Source: an optimization exercise on an open RTL-to-GDS flow (aim: small area). Production flows keep margins and buffers that such runs may drop.
Where RTL was checked, it was by simulation tests only, not by an equivalence proof against the original.
Function not checked in run 1: the RTL went through the layout flow alone.
Power and IR drop assume default switching activity. The flow treats the clock pin as an ideal source, which a real chip does not have.

`flow/config.mk`:
```
export PLATFORM = sky130hd
export DESIGN_NAME = e1_realign
export DESIGN_NICKNAME = e1_realign
export VERILOG_FILES = /design/flow/design.v
export SDC_FILE = /design/flow/constraint.sdc
export NUM_CORES = 4
export LEC_CHECK = 0
export CAP_MARGIN = 10
export CORE_MARGIN = 2
export CORE_UTILIZATION = 55
export SLEW_MARGIN = 10
export SYNTH_HIERARCHICAL = 1
export SYNTH_MINIMUM_KEEP_SIZE = 0
```
`flow/constraint.sdc`:
```
create_clock -name core_clock -period 10.0 [get_ports {clk}]
set_input_delay 2.0000 -clock core_clock [delete_from_list [all_inputs] [get_ports {clk}]]
set_output_delay 2.0000 -clock core_clock [all_outputs]
set_load 0.01 [all_outputs]
```
`flow/design.v`:
```
module e1_realign (
    input  wire        clk,
    input  wire        rst,         
    input  wire        set_valid,   
    input  wire [15:0] set_nbits,
    input  wire        in_valid,
    input  wire [7:0]  in_byte,
    output reg         out_valid,
    output reg  [7:0]  out_byte
);
    reg [7:0]   offset;             
    reg [4:0]   zl;                 
    wire clr = rst | set_valid;
    wire [7:0] offset_n   = ~offset;
    wire       in_valid_n = ~in_valid;
    reg  [3:0]  c4;                 
    reg  [1:0]  c2_n;               
    reg         c1;                 
    wire [7:0]  u4_n, u2, u1_n;
    e1_realign_muxi8 m_u4 (.s(offset[2]), .sn(offset_n[2]), .a(in_byte), .b({c4,   in_byte[7:4]}), .y(u4_n));
    e1_realign_muxi8 m_u2 (.s(offset[1]), .sn(offset_n[1]), .a(u4_n),    .b({c2_n, u4_n[7:2]}),    .y(u2));
    e1_realign_muxi8 m_u1 (.s(offset[0]), .sn(offset_n[0]), .a(u2),      .b({c1,   u2[7:1]}),      .y(u1_n));
    reg  [127:0] s16_n;             
    reg  [63:0]  s8;                
    reg  [31:0]  s4_n;              
    reg  [15:0]  s2;                
    reg  [7:0]   s1_n;              
    wire [7:0]  v16, v8_n, v4, v2_n, v1;
    e1_realign_muxi8 m_v16 (.s(offset[7]), .sn(offset_n[7]), .a(u1_n), .b(s16_n[127:120]), .y(v16));
    e1_realign_muxi8 m_v8 (.s(offset[6]), .sn(offset_n[6]), .a(v16),  .b(s8[63:56]),      .y(v8_n));
    e1_realign_muxi8 m_v4 (.s(offset[5]), .sn(offset_n[5]), .a(v8_n), .b(s4_n[31:24]),    .y(v4));
    e1_realign_muxi8 m_v2 (.s(offset[4]), .sn(offset_n[4]), .a(v4),   .b(s2[15:8]),       .y(v2_n));
    e1_realign_muxi8 m_v1 (.s(offset[3]), .sn(offset_n[3]), .a(v2_n), .b(s1_n),           .y(v1));
    wire [127:0] s16_d;
    wire [63:0]  s8_d;
    wire [31:0]  s4_d;
    wire [15:0]  s2_d;
    wire [7:0]   s1_d;
    e1_realign_hold #(128) h16 (.e(in_valid), .en(in_valid_n), .d({s16_n[119:0], u1_n}), .q(s16_n), .y(s16_d));
    e1_realign_hold #(64)  h8  (.e(in_valid), .en(in_valid_n), .d({s8[55:0],     v16}),  .q(s8),    .y(s8_d));
    e1_realign_hold #(32)  h4  (.e(in_valid), .en(in_valid_n), .d({s4_n[23:0],   v8_n}), .q(s4_n),  .y(s4_d));
    e1_realign_hold #(16)  h2  (.e(in_valid), .en(in_valid_n), .d({s2[7:0],      v4}),   .q(s2),    .y(s2_d));
    e1_realign_hold #(8)   h1  (.e(in_valid), .en(in_valid_n), .d(v2_n),                 .q(s1_n),  .y(s1_d));
    always @(posedge clk) begin
        out_valid <= in_valid & ~rst & ~set_valid;
        out_byte  <= (zl != 5'd0) ? 8'd0 : v1;
        s16_n <= s16_d;
        s8    <= s8_d;
        s4_n  <= s4_d;
        s2    <= s2_d;
        s1_n  <= s1_d;
        if (clr) begin
            c4   <= 4'd0;
            c2_n <= 2'b11;
            c1   <= 1'b0;
        end else if (in_valid) begin
            c4   <= in_byte[3:0];
            c2_n <= u4_n[1:0];
            c1   <= u2[0];
        end
        if (rst) begin
            offset <= 8'd0;
            zl     <= 5'd0;
        end else if (set_valid) begin
            offset <= set_nbits[7:0];
            zl     <= set_nbits[7:3];
        end else if (in_valid && zl != 5'd0) begin
            zl     <= zl - 5'd1;
        end
    end
endmodule
module e1_realign_muxi8 (
    input  wire       s,
    input  wire       sn,
    input  wire [7:0] a,
    input  wire [7:0] b,
    output wire [7:0] y
);
    assign y = ~((a | {8{s}}) & (b | {8{sn}}));
endmodule
module e1_realign_hold #(
    parameter W = 8
) (
    input  wire         e,
    input  wire         en,
    input  wire [W-1:0] d,
    input  wire [W-1:0] q,
    output wire [W-1:0] y
);
    assign y = (q | {W{e}}) & (d | {W{en}});
endmodule
```
`flow/flow/run.sh`:
```
#!/bin/bash
# The standard layout (the standard.sh) with these changes:
#  - after floorplanning and again after the placement resizer, logic gates
#    are set to their smallest drive strength (flow/downsize.tcl);
#  - ports are buffered with the smallest buffer, sky130_fd_sc_hd__buf_1;
#  - clock tree synthesis uses sky130_fd_sc_hd__clkbuf_16 leaf buffers for
#    clusters of up to 35 flip-flops, small sky130_fd_sc_hd__clkbuf_4 buffers
#    above them, and adds no dummy loads.
# Synthesis, power grid, placement and routing are the standard ones.  The
# make output goes to standard_make.log; each ORFS step keeps its own log
# under orfs/logs/.
set -euo pipefail
export POST_FLOORPLAN_TCL="$PWD/flow/downsize.tcl"
export BUFFER_PORTS_ARGS="-buffer_cell sky130_fd_sc_hd__buf_1"
export POST_RESIZE_TCL="$PWD/flow/downsize.tcl"
export CTS_ARGS="-sink_clustering_enable -repair_clock_nets -dont_use_dummy_load -buf_list {sky130_fd_sc_hd__clkbuf_16} -sink_clustering_size 35 -sink_clustering_max_diameter 100 -root_buf sky130_fd_sc_hd__clkbuf_4 -tree_buf sky130_fd_sc_hd__clkbuf_4"
bash standard.sh finish > standard_make.log 2>&1
```
`flow/flow/downsize.tcl`:
```
# Sourced by ORFS after floorplanning (POST_FLOORPLAN_TCL) and after the
# placement resizer (POST_RESIZE_TCL).
# Synthesis maps some logic gates at more than the smallest drive strength.
# The design has several ns of setup slack, so every combinational gate that
# is not a buffer is set to the smallest drive strength of its own function;
# repair_design then fixes any slew or capacitance violation this causes.
# Flip-flops, buffers and clock cells are left as they are.
set n 0
foreach inst [get_cells *] {
  set m [get_property $inst ref_name]
  if { ![regexp {^(sky130_fd_sc_hd__\w+)_(2|4|6|8|12|16)$} $m -> base drv] } {
    continue
  }
  if { [string match *buf* $m] || [string match *df* $m] || [string match *clk* $m] } {
    continue
  }
  foreach d {0 1} {
    set lc [get_lib_cells -quiet ${base}_$d]
    if { [llength $lc] } {
      puts "downsize [get_full_name $inst]: $m -> ${base}_$d"
      replace_cell $inst $lc
      incr n
      break
    }
  }
}
puts "downsized $n instances"
estimate_parasitics -placement
repair_design
```
`flow/standard.sh`:
```
#!/bin/bash
# synth_recipe.tcl (not shown) runs the flow's synth.tcl, then flattens the netlist and writes it again
# the make line also repeats each setting of config.mk as NAME=value (left out here)
make -C /OpenROAD-flow-scripts/flow DESIGN_CONFIG=/design/flow/config.mk WORK_HOME=/design/flow/orfs CLKGATE_MAP_FILE= SYNTH_SCRIPT=/design/flow/synth_recipe.tcl "${@:-finish}"
```
==> key figures, run 1 <==
Status
  – Status: complete, no violations

STA
  – Final setup TNS: 0 ns
  – RSZ-0062 raised after global routing: no
  – Max Fclk: 238 MHz
  – Part of the cycle the worst path needs: 0.421
  – Max-slew violation count: 0
  – Worst Tran Pin Value: 1.08 ns
  – Final Hold Vio Count: 0
  – Hold_ws: 0.478 ns
  – Fin crit period: between 4 and 5 ns
  – Final setup fails: 0
  – Clock Skew: ~0.016 ns
  – Slew headroom: 0.279

Critical path
  – Buf/Inv on CP: 4
  – Worst path arrival time: between 4 and 5 ns
  – Sequence of cells on the critical path: clkbuf_4 -> inv_4 -> buf_16 -> buf_4 -> o21ai_1 -> a221oi_1
  – Startpoint type of the worst setup path: input pin
  – Max stage delay on crit path: 0.77 ns
  – Delay-heaviest family, CP: buffers and inverters
  – Crit Path Category: input pin to flip-flop
  – Worst Path Required: 10.49 ns
  – Crit. End Element: flip-flop
  – Worst path slowest cell: buf_4
  – Crit-path max FO: 91

Clock network
  – CTS H-tree lvls: 1
  – Longest Clk Path Bufs: 3
  – Worst-Skew Late Latency: 0.59 ns
  – Clock Pin Slew Worst Setup and Hold Paths: 0.12 ns
  – CTS tree: built
  – CTS Hold Bufs: 0
  – Clock root buffer master: clkbuf_4
  – Post_cts resized: 0
  – Post-CTS Setup Inserts: 0
  – CTS Buf Count: 11
  – Sink Count: 277

Floorplan
  – Site Rows: 48
  – Top-level I/O count: 37
  – Die height: 137 µm
  – Core Area: 17300 µm²
  – Chip width: 137 µm
  – Die area: approximately 19000 µm²
  – Initial Utilization: 0.564

Placed design
  – GP Congestion: 0.760
  – PortBufs: 28
  – DP Cell Count: 927
  – Placed inst area: 9050 µm²
  – Post-DP HPWL: 8890 µm

Routing
  – Number of DRC markers in iteration 0: 354
  – Final wirelength: 14700 µm
  – Drt drc: 0
  – DRT Pass-1 Iters: 4
  – Wire length per cell: about 16 µm
  – ANT nets after route: 0
  – Via count: 5573
  – Vias per cell: 5.94

Power
  – Pwr Density: ~230 nW/µm²
  – Peak supply drop: around 170 µV
  – Leakage power: 3.25 nW

Yosys
  – Distinct cell type count after synthesis: 32
  – Seq/Total Area, Yosys: 0.568
  – Seq cells post-synth: around 280
  – Synth Net Count: 773
  – Mapped Cells: 744
  – Ys Warns: 7
  – Syn_area_per_cell: 13.1 µm²
  – Syn Std Cell Area: between 9000 and 10000 µm²

Finish
  – Post-Layout Cell Count: 938
  – Ant diodes: 0
  – Multi-input gate area: around 3000 µm²
  – Final nets: around 740
  – Fin area: a little over 9000 µm²
  – Share of layout cells above drive strength 1: 0.0252
  – Area Growth Syn to Fin: -4.91%
  – FILL cells: 1522
  – FF/Latch Area: 5550 µm²

Global route
  – Total GRT Usage: 0.158
  – Largest net degree at the start of global routing: 111
  – Gr ovfl total: 0
  – Number of global-route vias before repair: 5163
  – First-pass GRT wire length: approximately 25000 µm
  – Initial antenna violation count: 0

Job
  – MaxCap Viol Count: 0

Min path
  – HP Class: flip-flop to flip-flop
-- modules after synthesis (local to each module, per instance), a selection --
module            cells inside  flops+latches  times used  area, µm²
e1_realign                 362            277           1       6080
e1_realign_muxi8            10              0           8        119
-- cells in the final DEF (no fill, tap or decap), types with 2 or more instances in the layout --
| cell | count |
|---|---|
| buf_1 | 27 |
| and2_1 | 8 |
| nor2_1 | 14 |
| o21ai_1 | 2 |
| nand2b_1 | 2 |
| a221oi_1 | 2 |
| buf_4 | 4 |
| dfxtp_1 | 277 |
| nand2_1 | 6 |
| inv_1 | 13 |
| clkbuf_4 | 4 |
| a21oi_1 | 5 |
| clkbuf_16 | 8 |
| o22ai_1 | 65 |
| o22a_1 | 248 |
| mux2i_1 | 13 |
-- path summary, 6_finish.rpt --
| kind | from | endpoint | slack [ns] | cells past startpoint |
|---|---|---|---|---|
| worst max-delay path | in_valid | zl[0] | 5.79 | 6 |
| worst min-delay path | s8[20] | s8[28] | 0.48 | 1 |
| worst max register to register | offset[2] | out_byte[3] | 7.18 | 10 |
| worst min register to register | s8[20] | s8[28] | 0.48 | 1 |
-- synthesized netlist by cell type, drive strengths merged --
master	number	area, µm²
dfxtp	277	5550
o22a	248	2220
buf	73	667
o22ai	65	807
inv	14	52.6
nor2	14	52.6
mux2i	13	130
and2	8	50.1
nand2	6	22.5
a21oi	5	25.0
a221oi	2	17.5
clkbuf	2	7.51
nand2b	2	12.5
o21ai	2	10.0
a2111oi	1	15.0
a311oi	1	8.76
a31oi	1	6.26
and4	1	11.3
ha	1	12.5
nand3b	1	7.51
nand4bb	1	11.3
nor2b	1	6.26
nor3	1	5.00
nor4b	1	23.8
or2	1	6.26
or3	1	6.26
or4b	1	13.8
-- registers in the layout, indices dropped and copies added (netlist names) --
signal	count
zl	5
s2	16
c2_n	2
s16_n	128
out_byte	8
s4_n	32
c1	1
offset	8
s8	64
out_valid	1
c4	4
s1_n	8
-- power breakdown --
part | internal [W] | switching (W) | leakage, nW | total (W)
Combinational | 0.000159 | 0.000113 | 0.822 | 0.000272
Clock | 0.000160 | 0.000295 | 0.112 | 0.000454
Sequential | 0.00129 | 0.0000952 | 2.31 | 0.00138
Total | 0.00160 | 0.000502 | 3.25 | 0.00211
-- metrics by stage --
| step | setup WS (ns) | utilization | total power (W) |
|---|---|---|---|
| 6_report | 5.79 | 0.536 | 0.00211 |
| 5_1_grt | 5.51 | 0.536 | 0.00223 |
| 4_1_cts | 5.83 | 0.536 | 0.00214 |
| 3_5_place_dp | 5.19 | 0.523 | 0.00168 |
| 3_3_place_gp | 5.32 | 0.522 | 0.00166 |
| 2_1_floorplan | 6.70 | - | 0.00167 |
-- area by class of cell --
| type | instances | share of cell area |
|---|---|---|
| Timing Repair Buffer | 33 | 0.0179 |
| Tap cell | 225 | 0.0303 |
| Multi-Input combinational cell | 378 | 0.324 |
| Sequential cell | 277 | 0.598 |
| Clock buffer | 11 | 0.0240 |
| Inverter | 14 | 0.00593 |
-- metal layers --
metal  wire, µm  up-vias  GRT usage
li1           -     2783          -
met1       7220     2703      0.219
met2       6820       63      0.260
met3        336       24     0.0232
met4        270        0     0.0384
met5          0        -          0
-- cell families after synthesis --
group	count (synthesis)	synth area share
AO/OA/AOI/OAI	325	0.319
flip-flops	277	0.568
buffers and inverters	89	0.0745
AND/OR/NAND/NOR	39	0.0235
multiplexers	13	0.0133
adder cells (fa/ha/maj)	1	0.00128
==> run 2, diff against run 1 <==
--- a/flow/design.v
+++ b/flow/design.v
@@ -27,3 +27,3 @@
     reg  [7:0]   s1_n;              
-    wire [7:0]  v16, v8_n, v4, v2_n, v1;
+    wire [7:0]  v16, v8_n, v4, v2_n, v1;    
     e1_realign_muxi8 m_v16 (.s(offset[7]), .sn(offset_n[7]), .a(u1_n), .b(s16_n[127:120]), .y(v16));
@@ -32,3 +32,4 @@
     e1_realign_muxi8 m_v2 (.s(offset[4]), .sn(offset_n[4]), .a(v4),   .b(s2[15:8]),       .y(v2_n));
-    e1_realign_muxi8 m_v1 (.s(offset[3]), .sn(offset_n[3]), .a(v2_n), .b(s1_n),           .y(v1));
+    wire       zero = (zl != 5'd0);    
+    e1_realign_muxz8 m_v1 (.s(offset[3]), .sn(offset_n[3]), .z(zero), .a(v2_n), .b(s1_n), .y(v1));
     wire [127:0] s16_d;
@@ -43,5 +44,16 @@
     e1_realign_hold #(8)   h1  (.e(in_valid), .en(in_valid_n), .d(v2_n),                 .q(s1_n),  .y(s1_d));
+    wire       clr_n = ~clr;
+    wire       set_n = ~set_valid;
+    wire       rst_n = ~rst;
+    wire [3:0] c4_d;
+    wire [1:0] c2_d;
+    wire       c1_d;
+    wire [7:0] offset_d;
+    e1_realign_holdc #(4) hc4 (.e(in_valid), .en(in_valid_n), .k(clr_n), .d(in_byte[3:0]), .q(c4), .y(c4_d));
+    e1_realign_holds #(2) hc2 (.e(in_valid), .en(in_valid_n), .k(clr),   .d(u4_n[1:0]),    .q(c2_n), .y(c2_d));
+    e1_realign_holdc #(1) hc1 (.e(in_valid), .en(in_valid_n), .k(clr_n), .d(u2[0]),        .q(c1), .y(c1_d));
+    e1_realign_holdc #(8) hof (.e(set_valid), .en(set_n), .k(rst_n), .d(set_nbits[7:0]), .q(offset), .y(offset_d));
     always @(posedge clk) begin
         out_valid <= in_valid & ~rst & ~set_valid;
-        out_byte  <= (zl != 5'd0) ? 8'd0 : v1;
+        out_byte  <= v1;
         s16_n <= s16_d;
@@ -51,16 +63,9 @@
         s1_n  <= s1_d;
-        if (clr) begin
-            c4   <= 4'd0;
-            c2_n <= 2'b11;
-            c1   <= 1'b0;
-        end else if (in_valid) begin
-            c4   <= in_byte[3:0];
-            c2_n <= u4_n[1:0];
-            c1   <= u2[0];
-        end
+        c4     <= c4_d;
+        c2_n   <= c2_d;
+        c1     <= c1_d;
+        offset <= offset_d;
         if (rst) begin
-            offset <= 8'd0;
             zl     <= 5'd0;
         end else if (set_valid) begin
-            offset <= set_nbits[7:0];
             zl     <= set_nbits[7:3];
@@ -91 +96,35 @@
 endmodule
+module e1_realign_muxz8 (
+    input  wire       s,
+    input  wire       sn,
+    input  wire       z,
+    input  wire [7:0] a,
+    input  wire [7:0] b,
+    output wire [7:0] y
+);
+    assign y = ~((a & {8{sn}}) | (b & {8{s}}) | {8{z}});
+endmodule
+module e1_realign_holdc #(
+    parameter W = 8
+) (
+    input  wire         e,
+    input  wire         en,
+    input  wire         k,
+    input  wire [W-1:0] d,
+    input  wire [W-1:0] q,
+    output wire [W-1:0] y
+);
+    assign y = (q | {W{e}}) & (d | {W{en}}) & {W{k}};
+endmodule
+module e1_realign_holds #(
+    parameter W = 8
+) (
+    input  wire         e,
+    input  wire         en,
+    input  wire         k,
+    input  wire [W-1:0] d,
+    input  wire [W-1:0] q,
+    output wire [W-1:0] y
+);
+    assign y = ((q | {W{e}}) & (d | {W{en}})) | {W{k}};
+endmodule
--- a/flow/config.mk
+++ b/flow/config.mk
@@ -9,3 +9,3 @@
 export CORE_MARGIN = 2
-export CORE_UTILIZATION = 55
+export CORE_UTILIZATION = 65
 export SLEW_MARGIN = 10
==> run 2 against run 1 <==
Power is 0.43% higher. Largest cell class unchanged. Fmax is 10% higher. Still clean on timing, DRC and antenna. First-iteration DRC count is 21% higher. Hold slack worse by 0.016 ns. Final cell count is 6.9% lower. Critical path type unchanged. Via count is 1.5% higher. Setup slack better by 0.39 ns. Flip-flop and latch count stayed put. Wire length is 3.4% higher.
==> key figures, run 2 <==
Global route
  – Gr ovfl total: 0
  – First-pass GRT wire length: 25200 µm
  – Initial antenna violation count: 0
  – Number of global-route vias before repair: 5286
  – Largest net degree at the start of global routing: 127
  – Total GRT Usage: 0.185

STA
  – Part of the cycle the worst path needs: 0.382
  – RSZ-0062 raised after global routing: no
  – Max-slew violation count: 0
  – Max Fclk: about 260 MHz
  – Fin crit period: ~3.8 ns
  – Hold_ws: 0.462 ns
  – Final setup TNS: 0 ns
  – Worst Tran Pin Value: 1.08 ns
  – Clock Skew: 0.0219 ns
  – Slew headroom: 0.282
  – Final setup fails: 0
  – Final Hold Vio Count: 0

Routing
  – Number of DRC markers in iteration 0: 430
  – DRT Pass-1 Iters: 4
  – Vias per cell: 6.48
  – ANT nets after route: 0
  – Drt drc: 0
  – Final wirelength: 15200 µm
  – Via count: 5659
  – Wire length per cell: 17.4 µm

Clock network
  – CTS Buf Count: 11
  – CTS Hold Bufs: 0
  – CTS tree: built
  – Sink Count: around 280
  – Post_cts resized: 0
  – Worst-Skew Late Latency: 0.58 ns
  – CTS H-tree lvls: 1
  – Clock Pin Slew Worst Setup and Hold Paths: between 0.1 and 0.15 ns
  – Post-CTS Setup Inserts: 0
  – Clock root buffer master: clkbuf_4
  – Longest Clk Path Bufs: 3

Critical path
  – Worst path arrival time: 4.36 ns
  – Startpoint type of the worst setup path: input pin
  – Crit Path Category: input pin to flip-flop
  – Crit-path max FO: 126
  – Crit. End Element: flip-flop
  – Worst Path Required: 10.54 ns

Yosys
  – Syn Std Cell Area: between 9000 and 10000 µm²
  – Commonest cells in the netlist: 277 x dfxtp_1, 208 x o22a_1, 56 x o22ai_2
  – Synth top area cells: dfxtp_1 57%, o22a_1 19%, o22ai_2 7.2%
  – Syn_area_per_cell: 13.4 µm²
  – Seq/Total Area, Yosys: 0.572
  – Asr flop ratio synth: 0
  – Distinct cell type count after synthesis: 32
  – Synth Net Count: 752
  – Synth Flop Type: dfxtp_1
  – EDFF count, synth: 0
  – Ys Warns: 7
  – Yosys top cell area share: 0.572
  – Count leader, synth: dfxtp_1
  – Seq cells post-synth: 277
  – Mapped Cells: 723
  – Area leader, netlist: dfxtp_1

Finish
  – Share of layout cells above drive strength 1: 0.0247
  – Most common cell after layout, fill and taps aside: dfxtp_1
  – FF/Latch Area: between 5000 and 6000 µm²
  – Largest Register: s16_n
  – Area Growth Syn to Fin: -5.59%
  – Post-Layout Cell Count: 873
  – Ant diodes: 0
  – FILL cells: 1185
  – Final nets: 720
  – Max reg flops: between 100 and 150
  – Multi-input gate area: around 2900 µm²
  – Largest regs: s16_n x128, s8 x64, s4_n x32
  – Fin area: 9150 µm²
  – Most frequent cells in the layout: 277 x dfxtp_1, 248 x o22a_1, 59 x o22ai_1

Power
  – Internal power: 0.00161 W
  – Switching Fraction: 0.241
  – Comb pwr share: 0.128
  – P_sw: 0.000510 W
  – Clock network power share: 0.214
  – Leakage power: between 3 and 4 nW
  – Peak supply drop: 178 µV
  – Flop pwr share: 0.657
  – Pwr Density: between 200 and 250 nW/µm²

Floorplan
  – Top-level I/O count: 37
  – Core Area: roughly 15000 µm²
  – Die area: 15900 µm²
  – Chip width: 126 µm
  – Initial Utilization: 0.667
  – Die height: between 100 and 150 µm
  – Site Rows: 44

Job
  – MaxCap Viol Count: 0

Placed design
  – DP Cell Count: approximately 860
  – Placed inst area: 8920 µm²
  – GP Congestion: ~0.83
  – PortBufs: 28
  – Post-DP HPWL: 9490 µm

Status
  – Status: complete, no violations

Min path
  – HP Class: flip-flop to flip-flop
run 2: path summary, 6_finish.rpt:
check / end / cells after the start / slack [ns] / start
max: s16_n[126] / 5 / 6.18 / in_valid
min: out_byte[2] / 1 / 0.46 / s1_n[2]
max reg2reg: out_byte[2] / 9 / 7.29 / offset[2]
min reg2reg: out_byte[2] / 1 / 0.46 / s1_n[2]
run 2: per-module statistics from Yosys, one instance, submodules excluded, excerpt:
| module | cell area (µm²) | cells | times used |
|---|---|---|---|
| e1_realign_muxz8 | 148 | 11 | 1 |
| e1_realign | 5800 | 320 | 1 |
| e1_realign_muxi8 | 119 | 10 | 7 |
run 2: critical path, cell delays in order:
cell      delay, ns
clkbuf_4       0.42
inv_6          0.43
buf_16         0.41
buf_4          0.72
o22a_1         0.25
run 2: cells by family after synthesis:
| kind of cell | Yosys count | share of synthesized area |
|---|---|---|
| AOI/OAI and AO/OA | 339 | 0.339 |
| adders and majority gates | 1 | 0.00129 |
| buffers and inverters | 91 | 0.0775 |
| DFF | 277 | 0.572 |
| and+or+nand+nor | 15 | 0.00969 |
run 2: power by group through the flow:
stage          clock network (W)  registers [W]  logic [W]
3_5_place_dp                   0        0.00142   0.000272
4_1_cts                 0.000474        0.00139   0.000274
6_report                0.000454        0.00139   0.000271
5_1_grt                 0.000509        0.00141   0.000299
2_1_floorplan                  0        0.00139   0.000289
3_3_place_gp                   0        0.00141   0.000259
run 2: final cells by class:
| type | count | share of cell area |
|---|---|---|
| flip-flops and latches | 277 | 0.606 |
| multi-input cells | 355 | 0.321 |
| well taps | 184 | 0.0252 |
| clock buffers | 11 | 0.0243 |
| repair buffers | 32 | 0.0174 |
| inverters | 14 | 0.00629 |
run 2: routing by layer:
metal / GRT usage / vias to the layer above / part of all wire
met2: 0.313 / 77 / 0.48
li1: - / 2747 / -
met3: 0.0263 / 19 / 0.029
met1: 0.256 / 2816 / 0.48
met5: 0 / - / 0
met4: 0.0388 / 0 / 0.014
run 2: metrics by stage:
| stage | worst slack (ns) | util | power, W |
|---|---|---|---|
| CTS | 6.17 | 0.629 | 0.00214 |
| global route | 5.93 | 0.629 | 0.00222 |
| finish | 6.18 | 0.629 | 0.00212 |
| floorplan | 6.77 | - | 0.00168 |
| global placement | 5.43 | 0.612 | 0.00167 |
| detailed placement | 5.56 | 0.614 | 0.00169 |
==> run 3, diff against run 2 <==
--- a/flow/config.mk
+++ b/flow/config.mk
@@ -9,3 +9,3 @@
 export CORE_MARGIN = 2
-export CORE_UTILIZATION = 65
+export CORE_UTILIZATION = 45
 export SLEW_MARGIN = 10
==> run 3 against run 2 <==
Still clean on timing, DRC and antenna. Sequential share of layout area decreased by 0.70 points. Clock skew decreased by 0.0054 ns. Global-route usage decreased by 5.1 points. Critical path type unchanged. Largest power group unchanged.
==> key figures, run 3 <==
Status
  – Status: complete, no violations

Critical path
  – Startpoint type of the worst setup path: input pin
  – R2R setup slack: approximately 7 ns
  – Worst Path Required: 10.53 ns
  – Worst path slowest cell: buf_4
  – Delay-heaviest family, CP: buffers and inverters
  – Max stage delay on crit path: 0.98 ns
  – Crit-path max FO: about 120
  – FF-to-FF End: out_byte[5]
  – Buf/Inv on CP: 3
  – CP Depth: 4
  – Crit. End Element: flip-flop
  – Crit Path Category: input pin to flip-flop
  – Worst r2r path cells: 9
  – Worst path arrival time: around 4.7 ns
  – Crit path top cell by count: buf_4
  – Sequence of cells on the critical path: clkbuf_4 -> buf_4 -> buf_4 -> o22a_1
  – Worst r2r src: offset[2]

Yosys
  – Synth top area cells: dfxtp_1 57%, o22a_1 19%, o22ai_2 7.2%
  – Syn_area_per_cell: between 10 and 15 µm²
  – Seq cells post-synth: 277
  – Syn Std Cell Area: slightly below 10000 µm²
  – Mapped Cells: 723
  – EDFF count, synth: 0
  – Area leader, netlist: dfxtp_1
  – Synth Flop Type: dfxtp_1
  – Asr flop ratio synth: 0
  – Ys Warns: 7
  – Distinct cell type count after synthesis: 32
  – Commonest cells in the netlist: 277 x dfxtp_1, 208 x o22a_1, 56 x o22ai_2
  – Yosys top cell area share: 0.572
  – Synth Net Count: between 700 and 800
  – Seq/Total Area, Yosys: 0.572
  – Count leader, synth: dfxtp_1

Finish
  – Share of layout cells above drive strength 1: 0.0247
  – Most common cell after layout, fill and taps aside: dfxtp_1
  – Most frequent cells in the layout: 277 x dfxtp_1, 248 x o22a_1, 59 x o22ai_1
  – Largest regs: s16_n x128, s8 x64, s4_n x32
  – Largest Register: s16_n
  – Area Growth Syn to Fin: -4.49%
  – Final nets: 720
  – Fin area: about 9300 µm²
  – Max reg flops: 128

Min path
  – HP Class: flip-flop to flip-flop
  – Hold Path Depth: 1
  – Worst hold path startpoint: s1_n[3]
  – Hold EP: out_byte[3]

STA
  – Final setup TNS: 0 ns
  – Worst Tran Pin Value: about 1.1 ns
  – Final setup fails: 0
  – RSZ-0062 raised after global routing: no
  – Setup ws final: approximately 5.9 ns
  – Max Fclk: 242 MHz
  – Max-slew violation count: 0
  – Clock Skew: 0.0165 ns
  – Part of the cycle the worst path needs: 0.413
  – Fin crit period: 4.13 ns
  – Final Hold Vio Count: 0
  – Slew headroom: 0.256

Placed design
  – Pre-CTS WS: 5.27 ns
  – GP Congestion: 0.795
  – Post-DP HPWL: 9510 µm
  – PortBufs: 28
  – Placed inst area: 9030 µm²

Global route
  – Largest net degree at the start of global routing: 119
  – Total GRT Usage: 0.134
  – First-pass GRT wire length: 25300 µm
  – Number of global-route vias before repair: 5115
  – Initial antenna violation count: 1
  – Gr ovfl total: 0

Floorplan
  – Top-level I/O count: 37
  – Die height: 151 µm
  – Site Rows: 53
  – Core Area: 21100 µm²
  – Chip width: between 150 and 200 µm
  – Initial Utilization: 0.459
  – Die area: 22700 µm²

Routing
  – Vias per cell: 5.79
  – Drt drc: 0
  – DRT Pass-1 Iters: 4
  – Via count: 5587
  – Final wirelength: 15600 µm
  – ANT nets after route: 0
  – Wire length per cell: 16.2 µm
  – Number of DRC markers in iteration 0: 278

Clock network
  – Worst-Skew Late Latency: approximately 0.60 ns
  – CTS H-tree lvls: 1
  – Post-CTS Setup Inserts: 0
  – Longest Clk Path Bufs: 3
  – CTS Buf Count: 11
  – Post_cts resized: 0
  – CTS Hold Bufs: 0
  – Clock root buffer master: clkbuf_4
  – CTS tree: built
  – Clock Pin Slew Worst Setup and Hold Paths: 0.12 ns
  – Sink Count: 277

Power
  – Leakage power: 3.18 nW
  – Pwr Density: 230 nW/µm²
  – Peak supply drop: 114 µV

Job
  – MaxCap Viol Count: 0
==> run 3: cell counts after synthesis <==
Identical to the previous run, type by type.
==> run 3: layout make-up <==
class | instances | area (µm²)
multi-input combinational | 355 | 2930
timing repair buffer | 32 | 151
tap | 275 | 344
fill | 1992 | 11800
clock buffer | 11 | 223
antenna | 1 | 2.50
sequential | 277 | 5550
inverter | 14 | 55.1
==> run 3: layer usage <==
metal  track usage  share of wire  up-vias
li1              -              -     2749
met1         0.183           0.49     2757
met5             0              0        -
met4        0.0379          0.020        0
met3        0.0209          0.026       17
met2         0.223           0.46       64
==> run 3: where the power goes <==
group	internal [W]	total (W)	switching, W
combinational	0.000157	0.000274	0.000117
sequential	0.00129	0.00139	0.000100
clock	0.000160	0.000463	0.000303
==> run 3: worst max-delay path by stage <==
stage / startpoint / slack, ns / to
floorplan: in_byte[6] / 6.77 / out_byte[1]
global placement: in_valid / 5.41 / s8[5]
detailed placement: in_valid / 5.27 / s4_n[9]
CTS: in_valid / 5.93 / s4_n[9]
global route: in_valid / 5.66 / s16_n[6]
finish: in_valid / 5.87 / s4_n[9]
==> run 3: logic make-up (layout without fill, tap and decap cells) <==
kind of cell / Yosys count / in the layout / share of synthesized area
AOI/OAI and AO/OA: 339 / 339 / 0.339
DFF: 277 / 277 / 0.572
buffers and inverters: 91 / 57 / 0.0775
and+or+nand+nor: 15 / 15 / 0.00969
adders and majority gates: 1 / 1 / 0.00129
other: 0 / 1 / 0
==> run 3: through the flow <==
step           hold WS, ns  utilization  power [W]  cells
3_3_place_gp         0.437        0.427    0.00166    952
2_1_floorplan        0.427            -    0.00168    723
4_1_cts              0.462        0.439    0.00215    964
3_5_place_dp         0.444        0.428    0.00169    953
5_1_grt              0.494        0.439    0.00224    965
6_report             0.462        0.439    0.00213    965
==> run 3: modules after synthesis (local to each module, per instance), excerpt <==
module	copies in the design	flops+latches
e1_realign	1	277
e1_realign_muxz8	1	0
e1_realign_muxi8	7	0
==> run 4, diff against run 3 <==
--- a/flow/config.mk
+++ b/flow/config.mk
@@ -9,3 +9,3 @@
 export CORE_MARGIN = 2
-export CORE_UTILIZATION = 45
+export CORE_UTILIZATION = 55
 export SLEW_MARGIN = 10
==> run 4 against run 3 <==
Still clean. Final area decreased by 0.59%. Core utilization rose by 9.5 points. Final cell count shrank 5.2%. Hold slack got worse by 0.0012 ns. Setup slack got worse by 0.0085 ns. Clock skew grew 0.0082 ns. First-iteration DRC count increased by 26%. Wire length decreased by 0.91%. Via count grew 1.3%. Largest cell class unchanged.
==> key figures, run 4 <==
Yosys
  – Seq cells post-synth: 277
  – Yosys top cell area share: 0.572
  – Asr flop ratio synth: 0
  – Commonest cells in the netlist: 277 x dfxtp_1, 208 x o22a_1, 56 x o22ai_2
  – Syn Std Cell Area: 9690 µm²
  – Synth Flop Type: dfxtp_1
  – Syn_area_per_cell: 13.4 µm²
  – EDFF count, synth: 0
  – Ys Warns: 7
  – Synth Net Count: 752
  – Distinct cell type count after synthesis: 32
  – Area leader, netlist: dfxtp_1
  – Seq/Total Area, Yosys: 0.572
  – Synth top area cells: dfxtp_1 57%, o22a_1 19%, o22ai_2 7.2%
  – Count leader, synth: dfxtp_1
  – Mapped Cells: 723

Clock network
  – CTS H-tree lvls: 1
  – Post-CTS Setup Inserts: 0
  – Worst-Skew Late Latency: 0.60 ns
  – Clock root buffer master: clkbuf_4
  – CTS Buf Count: 11
  – Sink Count: 277
  – CTS Hold Bufs: 0
  – Longest Clk Path Bufs: 3
  – CTS tree: built
  – Clock Pin Slew Worst Setup and Hold Paths: approximately 0.12 ns
  – Post_cts resized: 0

Critical path
  – Worst r2r path cells: 9
  – Worst r2r src: offset[2]
  – FF-to-FF End: out_byte[1]
  – Crit Path Category: input pin to flip-flop
  – Startpoint type of the worst setup path: input pin
  – CP endpoint: s8[29]
  – R2R setup slack: 7.20 ns
  – Worst Path Required: 10.53 ns
  – Worst path arrival time: 4.67 ns
  – Worst setup startpoint: in_valid
  – Crit. End Element: flip-flop
  – Crit-path max FO: ~120

Placed design
  – Post-DP HPWL: ~9500 µm
  – GP Congestion: between 0.8 and 0.9
  – PortBufs: 28

STA
  – Slew headroom: 0.254
  – Max Fclk: 242 MHz
  – Fin crit period: 4.14 ns
  – RSZ-0062 raised after global routing: no
  – Final setup TNS: 0 ns
  – Part of the cycle the worst path needs: 0.414
  – Worst Tran Pin Value: 1.12 ns
  – Clock Skew: 0.0247 ns
  – Max-slew violation count: 0
  – Final setup fails: 0
  – Final Hold Vio Count: 0

Global route
  – Gr ovfl total: 0
  – Number of global-route vias before repair: 5142
  – Largest net degree at the start of global routing: 120
  – First-pass GRT wire length: 24400 µm
  – Total GRT Usage: 0.159
  – Initial antenna violation count: 1

Floorplan
  – Initial Utilization: 0.562
  – Top-level I/O count: 37
  – Die area: 18700 µm²
  – Site Rows: 48
  – Chip width: 137 µm
  – Die height: ~140 µm
  – Core Area: 17200 µm²

Routing
  – Number of DRC markers in iteration 0: between 300 and 400
  – Drt drc: 0
  – Vias per cell: 6.18
  – Final wirelength: 15500 µm
  – ANT nets after route: 0
  – DRT Pass-1 Iters: 4
  – Wire length per cell: between 15 and 20 µm
  – Via count: 5658

Finish
  – Final nets: 720
  – Largest Register: s16_n
  – Final Util: 0.534
  – FILL cells: 1492
  – Area Growth Syn to Fin: -5.06%
  – Share of layout cells above drive strength 1: 0.0247
  – Most common cell after layout, fill and taps aside: dfxtp_1
  – Max reg flops: 128
  – Largest regs: s16_n x128, s8 x64, s4_n x32
  – Most frequent cells in the layout: 277 x dfxtp_1, 248 x o22a_1, 59 x o22ai_1

Job
  – MaxCap Viol Count: 0

Power
  – Leakage power: 3.18 nW
  – Pwr Density: 231 nW/µm²
  – Peak supply drop: 169 µV
  – Design Power: 0.00212 W

Status
  – Status: complete, no violations

Min path
  – HP Class: flip-flop to flip-flop
## run 4: changes by cell type in the layout (fill, tap and decap cells not counted)
cell / change
buf_12: -1
buf_16: +1
## run 4: critical path: stages
cell	delay [ns]
clkbuf_4	0.34
buf_4	0.92
buf_4	0.99
o22a_1	0.30
## run 4: Yosys stat by module (local to each module, per instance), a selection
module / area [µm²] / flops+latches
e1_realign_muxi8: 119 / 0
e1_realign: 5800 / 277
e1_realign_muxz8: 148 / 0
## run 4: how the worst min path moves through the flow
stage                     startpoint     endpoint  depth (start not counted)
after floorplan              s1_n[0]  out_byte[0]                          1
after global placement       s1_n[7]  out_byte[7]                          1
after detailed placement     s1_n[2]  out_byte[2]                          1
after CTS                    s1_n[1]  out_byte[1]                          1
after global routing         s1_n[5]  out_byte[5]                          1
final                        s1_n[7]  out_byte[7]                          1
## run 4: logic make-up after synthesis
logic type | share of synthesized area
compound gates | 0.339
fa+ha+maj | 0.00129
buf+inv | 0.0775
simple gates | 0.00969
flops | 0.572
## run 4: cell type report
| class | count | area, µm² | area share |
|---|---|---|---|
| clock buffers | 11 | 223 | 0.0242 |
| repair buffers | 32 | 159 | 0.0173 |
| flip-flops and latches | 277 | 5550 | 0.603 |
| diodes | 1 | 2.50 | 0.000272 |
| multi-input cells | 355 | 2930 | 0.319 |
| well taps | 225 | 282 | 0.0306 |
| inverters | 14 | 55.1 | 0.00598 |
## run 4: per-layer routing
metal  up-vias  part of all wire  GRT usage
met5         -                 0          0
met4         0             0.018     0.0428
met3        17             0.026     0.0215
met2        69              0.46      0.261
met1      2820              0.49      0.220
li1       2752                 -          -
## run 4: through the flow
step                      hold WS, ns  instance area, µm²  cells  setup WS, ns
after global placement          0.435                8950    902          5.37
after detailed placement        0.448                8970    903          5.30
after floorplan                 0.427                9690    723          6.77
after CTS                       0.466                9200    914          5.91
final                           0.461                9200    915          5.86
after global routing            0.469                9200    915          5.67
## run 4: where the power goes
part / internal, W / switching (W) / total [W]
registers: 0.00129 / 0.000100 / 0.00139
logic: 0.000157 / 0.000115 / 0.000273
clock network: 0.000160 / 0.000302 / 0.000461
total: 0.00161 / 0.000517 / 0.00212

[port drivers added, routing unchanged]
Ports are ideal in the flow. The routed layouts listed here were re-timed in OpenROAD. Step 1 assumes that a clkbuf_16 drives the clock port and a buf_2 every other input. Step 2 times the ports against the registers' clock, not the clock port: input delays grow and output delays shrink by t, the midpoint of the rising clock arrivals with the driver on. a / b / c = no drivers / after step 1 / after step 2; a / b = the first two.
run	t, ns	slack for setup (ns)	latest minus earliest clock arrival (ns)	worst data-port slew with drivers (ns)
run 1	0.615	5.790 / 5.801 / 5.186	0.018 / 0.018	0.04
run 2	0.609	6.177 / 6.193 / 5.585	0.023 / 0.023	0.06
run 3	0.631	5.869 / 5.881 / 5.251	0.021 / 0.021	0.05
run 4	0.620	5.861 / 5.871 / 5.251	0.028 / 0.028	0.05
After both steps every run listed still meets setup and hold. For run 3, which loses most, drivers alone change the setup slack by +0.012 ns; drivers and shift together by -0.618 ns.
